This design comes from an exercise in tuning for small area on the open sky130 flow, not from production work.
No functional check of the RTL was part of any run shown here.
Power and IR drop assume default switching activity.

[flow/flow/run.sh]
#!/bin/bash
# The standard layout (standard.sh), with these changes to how it is built:
#  - synthesis maps the logic with an area-only ABC script (flow/abc_area.script,
#    no buffering or sizing for speed) and without the full-adder cells;
#    registers are mapped exactly as in the standard synthesis;
#  - the port buffers are the smallest buffer cell (buffer_ports -buffer_cell);
#  - the clock tree uses small clock buffers in small sink clusters and no
#    dummy loads.
# Everything standard.sh prints goes to standard.log in the work folder; ORFS
# keeps each tool's own log under orfs/logs/.
set -euo pipefail
cd "$(dirname "$0")/.."
rm -rf scripts_area
cp -r "$FLOW_HOME/scripts" scripts_area
cp flow/abc_area.script scripts_area/abc_area.script
export SCRIPTS_DIR="$PWD/scripts_area"
export BUFFER_PORTS_ARGS="-buffer_cell sky130_fd_sc_hd__buf_1"
export CTS_ARGS="-sink_clustering_enable -repair_clock_nets -dont_use_dummy_load -root_buf sky130_fd_sc_hd__clkbuf_8 -sink_clustering_buffer sky130_fd_sc_hd__clkbuf_4 -sink_clustering_size 11 -sink_clustering_max_diameter 45 -buf_list {sky130_fd_sc_hd__clkbuf_4 sky130_fd_sc_hd__clkbuf_8}"
bash standard.sh ADDER_MAP_FILE= finish > standard.log 2>&1
[flow/flow/abc_area.script]
strash
dch
map -a
strash
dch
map -a
topo
[flow/standard.sh]
#!/bin/bash
# synth_recipe.tcl (not shown) runs the flow's synth.tcl, then flattens the netlist and writes it again
# the make line also repeats each setting of config.mk as NAME=value (left out here)
make -C /OpenROAD-flow-scripts/flow DESIGN_CONFIG=/design/flow/config.mk WORK_HOME=/design/flow/orfs CLKGATE_MAP_FILE= SYNTH_SCRIPT=/design/flow/synth_recipe.tcl "${@:-finish}"
[flow/config.mk]
export PLATFORM = sky130hd
export DESIGN_NAME = rcsw_rx
export DESIGN_NICKNAME = rcsw_rx
export VERILOG_FILES = /design/flow/design.v
export SDC_FILE = /design/flow/constraint.sdc
export NUM_CORES = 4
export LEC_CHECK = 0
export ABC_AREA = 1
export CAP_MARGIN = 20
export CORE_MARGIN = 2
export CORE_UTILIZATION = 40
export SLEW_MARGIN = 20
[flow/constraint.sdc]
create_clock -name core_clock -period 40.0 [get_ports {clk}]
set_input_delay 8.0000 -clock core_clock [delete_from_list [all_inputs] [get_ports {clk}]]
set_output_delay 8.0000 -clock core_clock [all_outputs]
set_load 0.01 [all_outputs]
[flow/design.v]
module rcsw_rx (
    input  wire        clk,
    input  wire        rst,           
    input  wire [7:0]  rxtol,         
    input  wire        edge_valid,
    input  wire [31:0] edge_t,        
    output wire        edge_ready,
    input  wire        clear,         
    output reg         avail,
    output wire [31:0] res_value,
    output wire [7:0]  res_bitlen,
    output wire [31:0] res_delay
);
    localparam [2:0] P_CLR = 3'd0, P_IDLE = 3'd1, P_R1 = 3'd2, P_R2 = 3'd3, P_R3 = 3'd4;
    reg  [4:0]  cnt;
    reg  [2:0]  ph;
    reg  [31:0] E;       
    reg  [31:0] LT;      
    reg  [31:0] CODE;    
    reg  [31:0] RV;      
    reg  [15:0] PER;     
    reg  [15:0] TOL;     
    reg  [15:0] RD;      
    reg         BLN;
    reg  [3:0]  BL;
    reg         z;
    reg         o;
    reg  [5:0]  k;
    reg         rpt0;    
    reg         prevL;   
    reg         prevM;   
    reg         fvalid;  
    reg         f1, f3;  
    reg         fsr, cmr, insr, firstr, nbr;
    wire r1 = (ph == P_R1);
    wire r2 = (ph == P_R2);
    wire r3 = (ph == P_R3);
    wire c0 = (cnt == 5'd0);
    wire clr = rst || (ph == P_CLR);
    wire fs_c;
    assign edge_ready = (cnt == 5'd31) &&
                        ((ph == P_IDLE) || (r1 && !fs_c) || r3);
    wire take = edge_ready && edge_valid;
    wire [5:0] a = {r3, cnt};
    reg  [11:0] SH;
    reg  [2:0]  VDH;
    wire bor = SH[0];
    wire bin  = c0 ? 1'b0 : bor;
    wire dbit = E[0] ^ LT[0] ^ bin;
    wire bout = (~E[0] & LT[0]) | (~(E[0] ^ LT[0]) & bin);
    localparam [31:0] K_L = 32'd100000;
    localparam [31:0] K_5 = 32'd5001;
    localparam [31:0] K_B = 32'd344472;     
    wire gL = SH[1], g5 = SH[2], gB = SH[3];
    wire gL_n = (dbit != K_L[cnt]) ? dbit : (c0 ? 1'b1 : gL);
    wire g5_n = (dbit != K_5[cnt]) ? dbit : (c0 ? 1'b1 : g5);
    wire gB_n = (dbit != K_B[cnt]) ? dbit : (c0 ? 1'b1 : gB);
    wire pc = cnt[4] ? 1'b0 : PER[4];    
    wire pm = cnt[4] ? 1'b0 : PER[3];    
    wire tc = cnt[4] ? 1'b0 : TOL[10];   
    wire cs = SH[4], c3 = SH[5], ch1 = SH[6], ch3 = SH[7];
    wire cs_i  = c0 ? 1'b0 : cs;
    wire c3_i  = c0 ? 1'b0 : c3;
    wire ch1_i = c0 ? 1'b0 : ch1;
    wire ch3_i = c0 ? 1'b0 : ch3;
    wire sb  = dbit ^ tc ^ cs_i;                   
    wire p3b = pc ^ pm ^ c3_i;                     
    wire h1b = pc ^ tc ^ ch1_i;                    
    wire h3b = p3b ^ tc ^ ch3_i;                   
    wire nL1 = SH[8], nU1 = SH[9], nL3 = SH[10], nU3 = SH[11];
    wire nL1_n = (sb  != pc)   ? sb  : (c0 ? 1'b1 : nL1);
    wire nU1_n = (h1b != dbit) ? h1b : (c0 ? 1'b1 : nU1);
    wire nL3_n = (sb  != p3b)  ? sb  : (c0 ? 1'b1 : nL3);
    wire nU3_n = (h3b != dbit) ? h3b : (c0 ? 1'b1 : nU3);
    wire c31   = (cnt == 5'd31);
    wire upd   = r1 && c31;
    wire sync  = (gL_n && prevL) || (g5_n && prevM);
    wire noise = !sync && g5_n;
    wire ordi  = !g5_n;
    wire full  = !z && !o && (k == 6'd33);
    wire cc0   = z;
    wire n1    = nL1_n && nU1_n;
    wire n3    = nL3_n && nU3_n;
    wire b0    = f1 && n3;
    wire b1    = f3 && n1;
    assign fs_c = sync || noise || (ordi && cc0);
    wire cm_c  = sync && rpt0 && !z && o && (k >= 6'd24) && fvalid;
    wire ins_c = ordi && !z && o;
    wire fst_c = (k == 6'd0);
    wire [2:0] cy = SH[2:0];
    wire [2:0] cy_i = (r2 && c0) ? 3'd0 : cy;
    wire t0  = r2 ? E[0] : 1'b0;
    wire t15 = (r2 && cnt[4:1] == 4'd0) ? 1'b0 : E[17];
    wire [3:0] ysum = t0 + E[27] + E[22] + t15 + (a == 6'd14) + cy_i;
    wire ybit = ysum[0];
    wire perw = (a >= 6'd20) && (a <= 6'd35);
    wire [7:0] ptap;
    assign ptap[0] = perw && ybit;
    genvar gj;
    generate
        for (gj = 1; gj < 8; gj = gj + 1) begin : g_ptap
            assign ptap[gj] = (a >= 6'd20 + gj) && (a <= 6'd35 + gj) && PER[16 - gj];
        end
    endgenerate
    wire [2:0] cp = SH[5:3];
    wire [2:0] cp_i = (a == 6'd20) ? 3'd0 : cp;
    wire [3:0] psum = (rxtol[0] & ptap[0]) + (rxtol[1] & ptap[1]) + (rxtol[2] & ptap[2]) +
                      (rxtol[3] & ptap[3]) + (rxtol[4] & ptap[4]) + (rxtol[5] & ptap[5]) +
                      (rxtol[6] & ptap[6]) + (rxtol[7] & ptap[7]) + cp_i;
    wire pbit = psum[0];
    wire pwin = (a >= 6'd20) && (a <= 6'd51);
    wire qd  = r3 ? CODE[22] : 1'b0;
    wire nq  = (a <= 6'd41) ? ~pbit : 1'b1;
    wire [1:0] cv = SH[7:6];
    wire [1:0] cv_i = (a == 6'd22) ? 2'd0 : cv;
    wire [2:0] vsum = qd + nq + (a == 6'd32) + cv_i;
    wire vwin = (a >= 6'd22) && (a <= 6'd57);
    wire vbit = vwin && vsum[0];
    wire [4:0] VD = {VDH, SH[11:10]};
    wire [1:0] cw = SH[9:8];
    wire [1:0] cw_i = (a == 6'd22) ? 2'd0 : cw;
    wire [2:0] wsum = vbit + VD[2] + VD[4] + cw_i;
    wire wbit = wsum[0];
    wire tolw = (a >= 6'd42) && (a <= 6'd57);
    reg  dly;
    wire E_in  = r1 ? dbit : E[0];
    wire LT_in = clr ? 1'b0 : (r1 ? E[0] : LT[0]);
    reg  CODE_in;
    always @(*) begin
        if (insr)
            CODE_in = c0 ? nbr : (firstr ? 1'b0 : dly);
        else if ((r2 || r3) && fsr && pwin)
            CODE_in = pbit;
        else
            CODE_in = CODE[0];
    end
    wire RV_in  = clr ? 1'b0 : ((r2 && cmr) ? CODE[0] : RV[0]);
    wire PER_in = ((r2 || r3) && fsr && perw) ? ybit : PER[0];
    wire RD_in  = clr ? 1'b0 : (((r2 || r3) && cmr && perw) ? PER[0] : RD[0]);
    wire TOL_in = (r3 && fsr && tolw) ? wbit : TOL[0];
    always @(posedge clk) begin
        if (take)
            E <= edge_t;
        else
            E <= {E_in, E[31:1]};
        LT   <= {LT_in, LT[31:1]};
        CODE <= {CODE_in, CODE[31:1]};
        RV   <= {RV_in, RV[31:1]};
        PER  <= {PER_in, PER[15:1]};
        TOL  <= {TOL_in, TOL[15:1]};
        RD   <= {RD_in, RD[15:1]};
        dly  <= CODE[0];
        if (r1)
            SH <= {nU3_n, nL3_n, nU1_n, nL1_n,
                   (p3b & tc) | (p3b & ch3_i) | (tc & ch3_i),
                   (pc & tc) | (pc & ch1_i) | (tc & ch1_i),
                   (pc & pm) | (pc & c3_i) | (pm & c3_i),
                   (dbit & tc) | (dbit & cs_i) | (tc & cs_i),
                   gB_n, g5_n, gL_n, bout};
        else
            SH <= {VD[0], vbit, wsum[2:1], vsum[2:1], psum[3:1], ysum[3:1]};
        VDH <= VD[3:1];
    end
    always @(posedge clk) begin
        if (rst) begin
            cnt   <= 5'd0;
            ph    <= P_CLR;
            z     <= 1'b1;
            rpt0  <= 1'b1;
            prevL <= 1'b0;
            prevM <= 1'b0;
            avail <= 1'b0;
            BLN   <= 1'b0;
            BL    <= 4'd0;
            fsr   <= 1'b0;
            cmr   <= 1'b0;
            insr  <= 1'b0;
        end else begin
            cnt <= cnt + 5'd1;
            case (ph)
            P_CLR:  if (cnt == 5'd31) ph <= P_IDLE;
            P_IDLE: if (take) ph <= P_R1;
            P_R1:   if (cnt == 5'd31) ph <= fs_c ? P_R2 : (take ? P_R1 : P_IDLE);
            P_R2:   if (cnt == 5'd31) ph <= P_R3;
            default: if (cnt == 5'd31) ph <= take ? P_R1 : P_IDLE;
            endcase
            if (clear)
                avail <= 1'b0;
            if (c31)
                insr <= upd && ins_c;
            if (upd) begin
                fsr    <= fs_c;
                cmr    <= cm_c;
                nbr    <= !b0;
                firstr <= fst_c;
                if (cm_c) begin
                    avail <= 1'b1;
                    BLN   <= 1'b1;
                    BL    <= {k[5], k[2:0]};
                end
                if (sync || noise) begin
                    rpt0   <= sync ? 1'b0 : 1'b1;
                    prevL  <= gL_n;
                    prevM  <= g5_n && !gL_n;
                    fvalid <= !gB_n;
                    z      <= 1'b0;
                    k      <= 6'd0;
                    o      <= 1'b0;
                end else if (full) begin
                    rpt0 <= 1'b1;
                    z    <= 1'b1;
                end else if (cc0) begin
                    prevL  <= 1'b0;
                    prevM  <= 1'b0;
                    fvalid <= 1'b1;
                    z      <= 1'b0;
                    k      <= 6'd0;
                    o      <= 1'b0;
                end else begin
                    if (!o) begin
                        f1 <= n1;
                        f3 <= n3;
                    end else begin
                        fvalid <= fvalid && (b0 || b1);
                        k      <= k + 6'd1;
                    end
                    o <= !o;
                end
            end
        end
    end
    genvar gk;
    generate
        for (gk = 0; gk < 32; gk = gk + 1) begin : g_rv
            assign res_value[gk] = RV[(gk + 1) % 32];
        end
        for (gk = 0; gk < 16; gk = gk + 1) begin : g_rd
            assign res_delay[gk] = RD[(gk + 5) % 16];
        end
    endgenerate
    assign res_delay[31:16] = 16'd0;
    assign res_bitlen = {2'b00, BL[3], BLN && !BL[3], BLN && !BL[3], BL[2:0]};
endmodule
==> results.tsv, run 1 <==
metric	value	unit
status	no timing/DRC/antenna violations	
stdcell_count	1149	
critical_path.most_common_cell	nor2_1	
clockBufferDepth	3	
syn_area_per_cell	9.16	sq um
switching_share	22.6	%
die_h	139	microns
finalSetupViolCount	0	
place_congestion	0.900	
final_layout_size_suffix_gt1_share	4.35	%
setup_tns	0	ns
critical_path.cell_chain	nor2_1 -> nand2_1 -> nor2_1 -> buf_4 -> clkinv_1 -> nand3_1 -> nand2_1 -> clkinv_1 -> o21a_1 -> nor2_1 -> nor2_1 -> clkinv_1 -> nor2_1 -> clkinv_1 -> o22ai_1 -> buf_1	
synth_edf_count	12	
fp.dieW	139	microns
start_kind	flip-flop	
post_drt_wl_per_cell	12.6	microns
arrival	4.19	ns
slew_headroom	30.7	%
critical_path.max_stage_delay	0.50	ns
synth_most_common_cell	dfxtp_1	
grtUsageTotal	14.9	%
rsz0062_at_grt	false	
place_ws	28.37	ns
cts_buffers	28	
cts_sinks	225	
end_kind	primary output	
drc_errors	0	
drtIter0Drc	356	
ys_ff_latch	225	
hold_path.startpoint	CODE[2]	
antenna_left	0	
ys_top_cells_by_area	dfxtp_1 59%, nand2_1 8.2%, nor2_1 5.7%, edfxtp_1 5.0%, clkinv_1 4.4%	
design.core.area	17800	sq um
hold_viol	0	
worstHoldPathCells	0	
layout_min_cycle_time	12.19	ns
grt_pass1_wl	23900	microns
portBuffers	99	
rows	49	
worstPathMaxFanout	15	
comb_power_share	4.9	%
dp_hpwl	10400	microns
syn-cell-area	7240	sq um
dieArea	19200	sq um
fillers	1769	
timing.critical_path.buf_inv	6	
fmax	82.0	MHz
rrSetupSlack	34.05	ns
cts_setup_buffers	0	
overflow	0	
first_pass_iters	5	
io_pins	118	
crit_required	32.00	ns
syn_inst	791	
critical_path_depth	16	
ctsResizeCount	0	
async_reset_ff_share	0	%
routed_wl	14500	microns
hp-class	flip-flop to flip-flop	
cp_top_family	simple AND/OR/NAND/NOR gates	
synth_common_cells	213 x dfxtp_1, 158 x nand2_1, 110 x nor2_1	
place_area	7850	sq um
synth.distinct_cells	33	
reg2reg_to	SH[9]	
vias	5349	
ys_seq_area_share	63.8	%
cts_tree	done	
hold_path_end	CODE[1]	
drv_cap	0	
cts_max_level	1	
area.growth.synth_to_final	11.6	%
fin_crit_sh	30.5	%
synth_flop_cell	dfxtp_1	
p_clk_share	29.2	%
tightest_slew	1.03	ns
fin_ws	27.81	ns
clk_latency	0.54	ns
fin_total_pwr	0.000350	W
crit_path_top_delay_cell	nor2_1	
cts-root-buf	clkbuf_8	
start_util	40.6	%
leakage	3.15	nW
skew	0.0566	ns
p_sw	0.0000792	W
grt_pass1_vias	4934	
reg2reg_depth	37	
critical_path_class	flip-flop to primary output	
vias_per_cell	4.66	
p_int	0.000271	W
r2r-start	ph[0]	
yosys.area.top_type	dfxtp_1	
yosysTopAreaCellShare	58.9	%
finalMaxSlewViolations	0	
antenna_cells	0	
clk_pin_slew	0.10	ns
cts_hold_buf	0	
fin_area	8080	sq um
sequentialPowerShare	65.9	%
antenna_found_initial	0	
grt_max_degree	40	
yosys_warnings	1	
ir_worst_vdd	0.0280	mV
nets	966	
p_per_area	43.3	nW/um^2
dp_cells	1121	
logic make-up (layout without fill, tap and decap cells):
| group | count (synthesis) | after routing | share of synthesized area (%) |
|---|---|---|---|
| DFF | 225 | 225 | 63.8 |
| and+or+nand+nor | 321 | 321 | 18.0 |
| muxes | 1 | 1 | 0.138 |
| other | 1 | 18 | 0.0518 |
| adders and majority gates | 2 | 2 | 0.276 |
| AOI/OAI and AO/OA | 119 | 119 | 9.17 |
| buffers and inverters | 104 | 216 | 6.37 |
| xor gates and xnor gates | 18 | 18 | 2.18 |
flip-flops by register name, indices dropped and copies added, names as in the netlist, 3 cells and up:
signal / count
BL: 4
VDH: 3
CODE: 32
RV: 32
k: 6
ph: 3
RD: 16
SH: 12
TOL: 16
LT: 32
E: 32
PER: 16
cnt: 5
worst max path at each step:
stage / slack, ns / to / startpoint
detailed placement: 28.37 / edge_ready / cnt[1]
CTS: 27.78 / edge_ready / cnt[1]
floorplan: 28.85 / edge_ready / cnt[1]
finish: 27.81 / edge_ready / cnt[1]
global route: 27.26 / edge_ready / cnt[1]
global placement: 28.61 / edge_ready / cnt[1]
cell type report:
class / count / area [sq um] / share of cell area [%]
Sequential cell: 225 / 4620 / 57.2
Multi-Input combinational cell: 479 / 2220 / 27.5
Timing Repair Buffer: 103 / 402 / 4.97
Inverter: 85 / 319 / 3.95
Tap cell: 229 / 287 / 3.55
Clock buffer: 28 / 229 / 2.83
metal layers:
| metal | routed length [microns] | part of all wire, % | track usage, % |
|---|---|---|---|
| met5 | 0 | 0 | 0 |
| met3 | 832 | 5.8 | 3.25 |
| met1 | 6770 | 47 | 20.2 |
| met2 | 6560 | 45 | 24.4 |
| met4 | 292 | 2.0 | 3.87 |
power by group through the flow:
stage / clock [W] / combinational (W) / sequential [W]
after CTS: 0.000109 / 0.0000171 / 0.000231
after global placement: 0 / 0.0000170 / 0.000236
after detailed placement: 0 / 0.0000170 / 0.000236
after floorplan: 0 / 0.0000132 / 0.000235
after global routing: 0.000118 / 0.0000195 / 0.000231
final: 0.000102 / 0.0000171 / 0.000231
metrics by stage:
| stage | util [%] | hold WS [ns] |
|---|---|---|
| 2_1_floorplan | - | 0.310 |
| 3_3_place_gp | 44.0 | 0.310 |
| 3_5_place_dp | 44.0 | 0.312 |
| 6_report | 45.3 | 0.288 |
| 4_1_cts | 45.3 | 0.294 |
| 5_1_grt | 45.3 | 0.286 |
cells in the final DEF, fill, tap and decap left out, types with 4 or more instances in the layout:
cell type	n
a31oi_1	7
buf_4	4
nor3_1	19
a21oi_1	43
o21ai_0	46
clkinv_1	85
nor2_1	110
conb_1	18
buf_1	99
xnor2_1	10
edfxtp_1	12
o31ai_1	4
xor2_1	8
nand3_1	16
nand2_1	158
nand4_1	8
clkbuf_4	25
o22ai_1	5
dfxtp_1	213
==> run 2, diff against run 1 <==
--- a/flow/design.v
+++ b/flow/design.v
@@ -21,8 +21,7 @@
     reg  [15:0] PER;     
     reg  [15:0] TOL;     
     reg  [15:0] RD;      
-    reg         BLN;
-    reg  [3:0]  BL;
+    reg  [5:0]  BL;      
     reg         z;
     reg         o;
     reg  [5:0]  k;
@@ -42,23 +41,21 @@
                         ((ph == P_IDLE) || (r1 && !fs_c) || r3);
     wire take = edge_ready && edge_valid;
     wire [5:0] a = {r3, cnt};
-    reg  [11:0] SH;
-    reg  [2:0]  VDH;
-    wire bor = SH[0];
+    reg  bor;
     wire bin  = c0 ? 1'b0 : bor;
     wire dbit = E[0] ^ LT[0] ^ bin;
     wire bout = (~E[0] & LT[0]) | (~(E[0] ^ LT[0]) & bin);
     localparam [31:0] K_L = 32'd100000;
     localparam [31:0] K_5 = 32'd5001;
     localparam [31:0] K_B = 32'd344472;     
-    wire gL = SH[1], g5 = SH[2], gB = SH[3];
+    reg  gL, g5, gB;
     wire gL_n = (dbit != K_L[cnt]) ? dbit : (c0 ? 1'b1 : gL);
     wire g5_n = (dbit != K_5[cnt]) ? dbit : (c0 ? 1'b1 : g5);
     wire gB_n = (dbit != K_B[cnt]) ? dbit : (c0 ? 1'b1 : gB);
     wire pc = cnt[4] ? 1'b0 : PER[4];    
     wire pm = cnt[4] ? 1'b0 : PER[3];    
     wire tc = cnt[4] ? 1'b0 : TOL[10];   
-    wire cs = SH[4], c3 = SH[5], ch1 = SH[6], ch3 = SH[7];
+    reg  cs, c3, ch1, ch3;
     wire cs_i  = c0 ? 1'b0 : cs;
     wire c3_i  = c0 ? 1'b0 : c3;
     wire ch1_i = c0 ? 1'b0 : ch1;
@@ -67,7 +64,7 @@
     wire p3b = pc ^ pm ^ c3_i;                     
     wire h1b = pc ^ tc ^ ch1_i;                    
     wire h3b = p3b ^ tc ^ ch3_i;                   
-    wire nL1 = SH[8], nU1 = SH[9], nL3 = SH[10], nU3 = SH[11];
+    reg  nL1, nU1, nL3, nU3;
     wire nL1_n = (sb  != pc)   ? sb  : (c0 ? 1'b1 : nL1);
     wire nU1_n = (h1b != dbit) ? h1b : (c0 ? 1'b1 : nU1);
     wire nL3_n = (sb  != p3b)  ? sb  : (c0 ? 1'b1 : nL3);
@@ -87,7 +84,7 @@
     wire cm_c  = sync && rpt0 && !z && o && (k >= 6'd24) && fvalid;
     wire ins_c = ordi && !z && o;
     wire fst_c = (k == 6'd0);
-    wire [2:0] cy = SH[2:0];
+    reg  [2:0] cy;
     wire [2:0] cy_i = (r2 && c0) ? 3'd0 : cy;
     wire t0  = r2 ? E[0] : 1'b0;
     wire t15 = (r2 && cnt[4:1] == 4'd0) ? 1'b0 : E[17];
@@ -102,7 +99,7 @@
             assign ptap[gj] = (a >= 6'd20 + gj) && (a <= 6'd35 + gj) && PER[16 - gj];
         end
     endgenerate
-    wire [2:0] cp = SH[5:3];
+    reg  [2:0] cp;
     wire [2:0] cp_i = (a == 6'd20) ? 3'd0 : cp;
     wire [3:0] psum = (rxtol[0] & ptap[0]) + (rxtol[1] & ptap[1]) + (rxtol[2] & ptap[2]) +
                       (rxtol[3] & ptap[3]) + (rxtol[4] & ptap[4]) + (rxtol[5] & ptap[5]) +
@@ -111,13 +108,13 @@
     wire pwin = (a >= 6'd20) && (a <= 6'd51);
     wire qd  = r3 ? CODE[22] : 1'b0;
     wire nq  = (a <= 6'd41) ? ~pbit : 1'b1;
-    wire [1:0] cv = SH[7:6];
+    reg  [1:0] cv;
     wire [1:0] cv_i = (a == 6'd22) ? 2'd0 : cv;
     wire [2:0] vsum = qd + nq + (a == 6'd32) + cv_i;
     wire vwin = (a >= 6'd22) && (a <= 6'd57);
     wire vbit = vwin && vsum[0];
-    wire [4:0] VD = {VDH, SH[11:10]};
-    wire [1:0] cw = SH[9:8];
+    reg  [4:0] VD;
+    reg  [1:0] cw;
     wire [1:0] cw_i = (a == 6'd22) ? 2'd0 : cw;
     wire [2:0] wsum = vbit + VD[2] + VD[4] + cw_i;
     wire wbit = wsum[0];
@@ -150,16 +147,18 @@
         TOL  <= {TOL_in, TOL[15:1]};
         RD   <= {RD_in, RD[15:1]};
         dly  <= CODE[0];
-        if (r1)
-            SH <= {nU3_n, nL3_n, nU1_n, nL1_n,
-                   (p3b & tc) | (p3b & ch3_i) | (tc & ch3_i),
-                   (pc & tc) | (pc & ch1_i) | (tc & ch1_i),
-                   (pc & pm) | (pc & c3_i) | (pm & c3_i),
-                   (dbit & tc) | (dbit & cs_i) | (tc & cs_i),
-                   gB_n, g5_n, gL_n, bout};
-        else
-            SH <= {VD[0], vbit, wsum[2:1], vsum[2:1], psum[3:1], ysum[3:1]};
-        VDH <= VD[3:1];
+        VD   <= {VD[3:0], vbit};
+        bor <= bout;
+        gL <= gL_n; g5 <= g5_n; gB <= gB_n;
+        cs  <= (dbit & tc) | (dbit & cs_i) | (tc & cs_i);
+        c3  <= (pc & pm) | (pc & c3_i) | (pm & c3_i);
+        ch1 <= (pc & tc) | (pc & ch1_i) | (tc & ch1_i);
+        ch3 <= (p3b & tc) | (p3b & ch3_i) | (tc & ch3_i);
+        nL1 <= nL1_n; nU1 <= nU1_n; nL3 <= nL3_n; nU3 <= nU3_n;
+        cy <= ysum[3:1];
+        cp <= psum[3:1];
+        cv <= vsum[2:1];
+        cw <= wsum[2:1];
     end
     always @(posedge clk) begin
         if (rst) begin
@@ -170,8 +169,7 @@
             prevL <= 1'b0;
             prevM <= 1'b0;
             avail <= 1'b0;
-            BLN   <= 1'b0;
-            BL    <= 4'd0;
+            BL    <= 6'd0;
             fsr   <= 1'b0;
             cmr   <= 1'b0;
             insr  <= 1'b0;
@@ -195,8 +193,7 @@
                 firstr <= fst_c;
                 if (cm_c) begin
                     avail <= 1'b1;
-                    BLN   <= 1'b1;
-                    BL    <= {k[5], k[2:0]};
+                    BL    <= k;
                 end
                 if (sync || noise) begin
                     rpt0   <= sync ? 1'b0 : 1'b1;
@@ -239,5 +236,5 @@
         end
     endgenerate
     assign res_delay[31:16] = 16'd0;
-    assign res_bitlen = {2'b00, BL[3], BLN && !BL[3], BLN && !BL[3], BL[2:0]};
+    assign res_bitlen = {2'b00, BL};
 endmodule
==> flow/run.sh (new file) <==
#!/bin/bash
# synth_recipe.tcl (not shown) runs the flow's synth.tcl, then flattens the netlist and writes it again
# the make line also repeats each setting of config.mk as NAME=value (left out here)
make -C /OpenROAD-flow-scripts/flow DESIGN_CONFIG=/design/flow/config.mk WORK_HOME=/design/flow/orfs CLKGATE_MAP_FILE= SYNTH_SCRIPT=/design/flow/synth_recipe.tcl finish
--- a/flow/config.mk
+++ b/flow/config.mk
@@ -5,8 +5,11 @@
 export SDC_FILE = /design/flow/constraint.sdc
 export NUM_CORES = 4
 export LEC_CHECK = 0
-export ABC_AREA = 1
 export CAP_MARGIN = 20
 export CORE_MARGIN = 2
-export CORE_UTILIZATION = 40
+export CORE_UTILIZATION = 75
+export CTS_BUF_LIST = sky130_fd_sc_hd__clkbuf_8
+export CTS_CLUSTER_DIAMETER = 40
+export CTS_CLUSTER_SIZE = 20
+export PLACE_DENSITY = 0.85
 export SLEW_MARGIN = 20
removed: flow/flow/run.sh
removed: flow/flow/abc_area.script
removed: flow/standard.sh
==> run 2 against run 1 <==
Synthesized area grew 20%. Critical path depth is 4 lower. Largest cell class unchanged. Via count is 27% higher.
==> results.tsv, run 2 <==
metric	value	unit	change
post_drt_wl_per_cell	20.0	microns	+59%
fin_area	10200	sq um	+27%
tightest_slew	0.974	ns	-0.0560 ns
drv_cap	0		unchanged
slew_headroom	34.9	%	+4.2 points
synth_common_cells	226 x dfxtp_1, 89 x nand2_1, 73 x nand3_1		
fin_ws	27.41	ns	-0.403 ns
area.growth.synth_to_final	17.8	%	
async_reset_ff_share	0	%	unchanged
yosysTopAreaCellShare	52.1	%	-6.8 points
fmax	79.4	MHz	-3.2%
cts_setup_buffers	0		unchanged
fillers	482		-73%
portBuffers	99		unchanged
cp_top_family	simple AND/OR/NAND/NOR gates		
nets	1014		+5.0%
cts-root-buf	clkbuf_8		
crit_required	32.00	ns	about the same
critical_path.max_stage_delay	0.56	ns	+0.06 ns
fin_crit_sh	31.5	%	+1.0 points
critical_path_class	flip-flop to primary output		
fin_total_pwr	0.000470	W	+34%
p_int	0.000348	W	+28%
grt_pass1_vias	6785		+38%
arrival	4.59	ns	+0.40 ns
timing.critical_path.buf_inv	2		-4
status	no timing/DRC/antenna violations		
setup_tns	0	ns	unchanged
p_per_area	45.9	nW/um^2	+6.0%
place_ws	27.30	ns	-1.08 ns
clk_latency	0.54	ns	about the same
drtIter0Drc	669		+88%
sequentialPowerShare	52.3	%	-14 points
synth_flop_cell	dfxtp_1		
cts_buffers	26		-7.1%
grt_max_degree	69		+73%
dp_hpwl	13400	microns	+28%
hp-class	flip-flop to flip-flop		
finalMaxSlewViolations	0		unchanged
routed_wl	21900	microns	+52%
design.core.area	11400	sq um	-36%
first_pass_iters	5		unchanged
ctsResizeCount	0		unchanged
vias_per_cell	6.18		+33%
cts_sinks	238		+5.8%
cts_hold_buf	0		unchanged
start_util	76.4	%	+36 points
fp.dieW	112	microns	-19%
comb_power_share	8.6	%	+3.7 points
antenna_found_initial	0		unchanged
skew	0.0201	ns	-0.0365 ns
worstPathMaxFanout	68		+53
antenna_left	0		unchanged
rows	39		-20%
hold_viol	0		unchanged
ys_top_cells_by_area	dfxtp_1 52%, nand3_1 4.2%, edfxtp_1 4.1%, fa_1 3.9%, nand2_1 3.8%		
clk_pin_slew	0.11	ns	about the same
die_h	112	microns	-19%
grtUsageTotal	34.3	%	+19 points
overflow	0		unchanged
cts_max_level	1		unchanged
finalSetupViolCount	0		unchanged
yosys.area.top_type	dfxtp_1		
end_kind	primary output		
start_kind	flip-flop		
clockBufferDepth	3		unchanged
io_pins	118		unchanged
place_area	9590	sq um	+22%
final_layout_size_suffix_gt1_share	7.87	%	+3.5 points
syn-cell-area	8690	sq um	+20%
p_sw	0.000122	W	+54%
dieArea	12500	sq um	-35%
synth.distinct_cells	69		+110%
ir_worst_vdd	0.0515	mV	+84%
final_cell_mix	226 x dfxtp_1, 99 x clkdlybuf4s50_1, 88 x nand2_1, 73 x nand3_1, 51 x a21oi_1		
synth_edf_count	12		unchanged
syn_inst	850		+7.5%
p_clk_share	39.1	%	+9.9 points
switching_share	25.9	%	+3.3 points
antenna_cells	0		unchanged
final_common_cell	dfxtp_1		
rsz0062_at_grt	false		
layout_min_cycle_time	12.59	ns	+0.403 ns
leakage	4.26	nW	+35%
synth_most_common_cell	dfxtp_1		
critical_path.most_common_cell	nand2_1		
yosys_warnings	1		unchanged
ys_seq_area_share	56.2	%	-7.6 points
grt_pass1_wl	34500	microns	+44%
critical_path.cell_chain	inv_1 -> ha_1 -> nor3b_1 -> nand2_1 -> nand2_1 -> fa_1 -> o31a_1 -> o21a_4 -> a21o_4 -> nor3_1 -> o21a_1 -> clkdlybuf4s50_1		
drc_errors	0		unchanged
syn_area_per_cell	10.2	sq um	+12%
ys_ff_latch	238		+5.8%
vias	6775		+27%
cts_tree	done		
place_congestion	0.881		-2.1%
crit_path_top_delay_cell	fa_1		
==> run 2: cell count changes in the layout (fill, tap and decap cells not counted), moves of 57 or more <==
cell and change:
buf_1 -99, clkdlybuf4s50_1 +99, clkinv_1 -85, nand2_1 -70
nor2_1 -66, nand3_1 +57
==> run 2: layer usage <==
metal,vias to the layer above,part of all wire (%),track usage [%]
li1,3043,-,-
met5,-,0,0
met2,418,52,60.9
met1,3233,36,42.1
met3,81,7.6,5.28
met4,0,3.9,13.3
==> run 2: stage by stage <==
stage	util, %	std cells	hold WS [ns]
4_1_cts	89.7	1095	0.319
3_3_place_gp	84.3	1047	0.311
2_1_floorplan	-	867	0.310
3_5_place_dp	84.3	1047	0.312
5_1_grt	90.0	1096	0.327
6_report	90.0	1096	0.317
==> run 2: logic make-up (layout without fill, tap and decap cells) <==
| logic type | Yosys count | count (layout) | synth area share (%) |
|---|---|---|---|
| other | 1 | 18 | 0.0432 |
| buffers and inverters | 98 | 184 | 5.73 |
| muxes | 15 | 15 | 1.93 |
| and+or+nand+nor | 279 | 279 | 15.7 |
| xor gates and xnor gates | 9 | 9 | 0.907 |
| DFF | 238 | 238 | 56.2 |
| adders and majority gates | 38 | 38 | 6.91 |
| AOI/OAI and AO/OA | 172 | 172 | 12.5 |
==> run 2: path summary, 6_finish.rpt <==
kind	start	to	slack, ns	cells past startpoint
setup reg to reg	cnt[0]	cw[0]	32.23	23
setup / recovery	cnt[0]	edge_ready	27.41	12
hold / removal	TOL[12]	TOL[11]	0.32	0
hold reg to reg	TOL[12]	TOL[11]	0.32	0
==> run 2: power by group through the flow <==
stage | combinational, W | sequential [W] | clock (W)
after detailed placement | 0.0000380 | 0.000251 | 0
after global routing | 0.0000441 | 0.000246 | 0.000192
final | 0.0000405 | 0.000246 | 0.000184
after global placement | 0.0000330 | 0.000251 | 0
after floorplan | 0.0000278 | 0.000250 | 0
after CTS | 0.0000400 | 0.000246 | 0.000182
==> run 2: final cells by class <==
class,count,area [sq um],area share [%]
tap,143,179,1.75
clock buffer,29,399,3.90
sequential,238,4880,47.7
timing repair buffer,104,1050,10.2
multi-input combinational,531,3380,33.1
inverter,32,120,1.17
clock inverter,19,216,2.12

separate check: timing with driven ports:
How much do the figures lean on ideal ports? The routed layouts below were timed once more, with nothing changed but the port constraints.
Step 1, drivers: a clkbuf_16 drives clk and a buf_2 each remaining input, both assumed.
Step 2 also shifts input and output timing later by t, the mid clock arrival at the registers, as if the neighbouring blocks saw the same clock.
Three values: ideal, step 1, step 2; two values: the first two.
run | shift t [ns] | setup WS [ns] | hold slack, ns | worst setup path after step 2 | cell pins on the clock port's net
run 1 | 0.548 | 27.811 / 27.773 / 28.321 | 0.288 / 0.288 / 0.288 | register to output | 1
run 2 | 0.568 | 27.407 / 27.370 / 27.219 | 0.317 / 0.317 / 0.317 | input to register | 1
After both steps setup and hold are still met in every run listed. The setup slack of run 2, which loses most, moves by -0.037 ns with the drivers and by -0.188 ns with both steps.
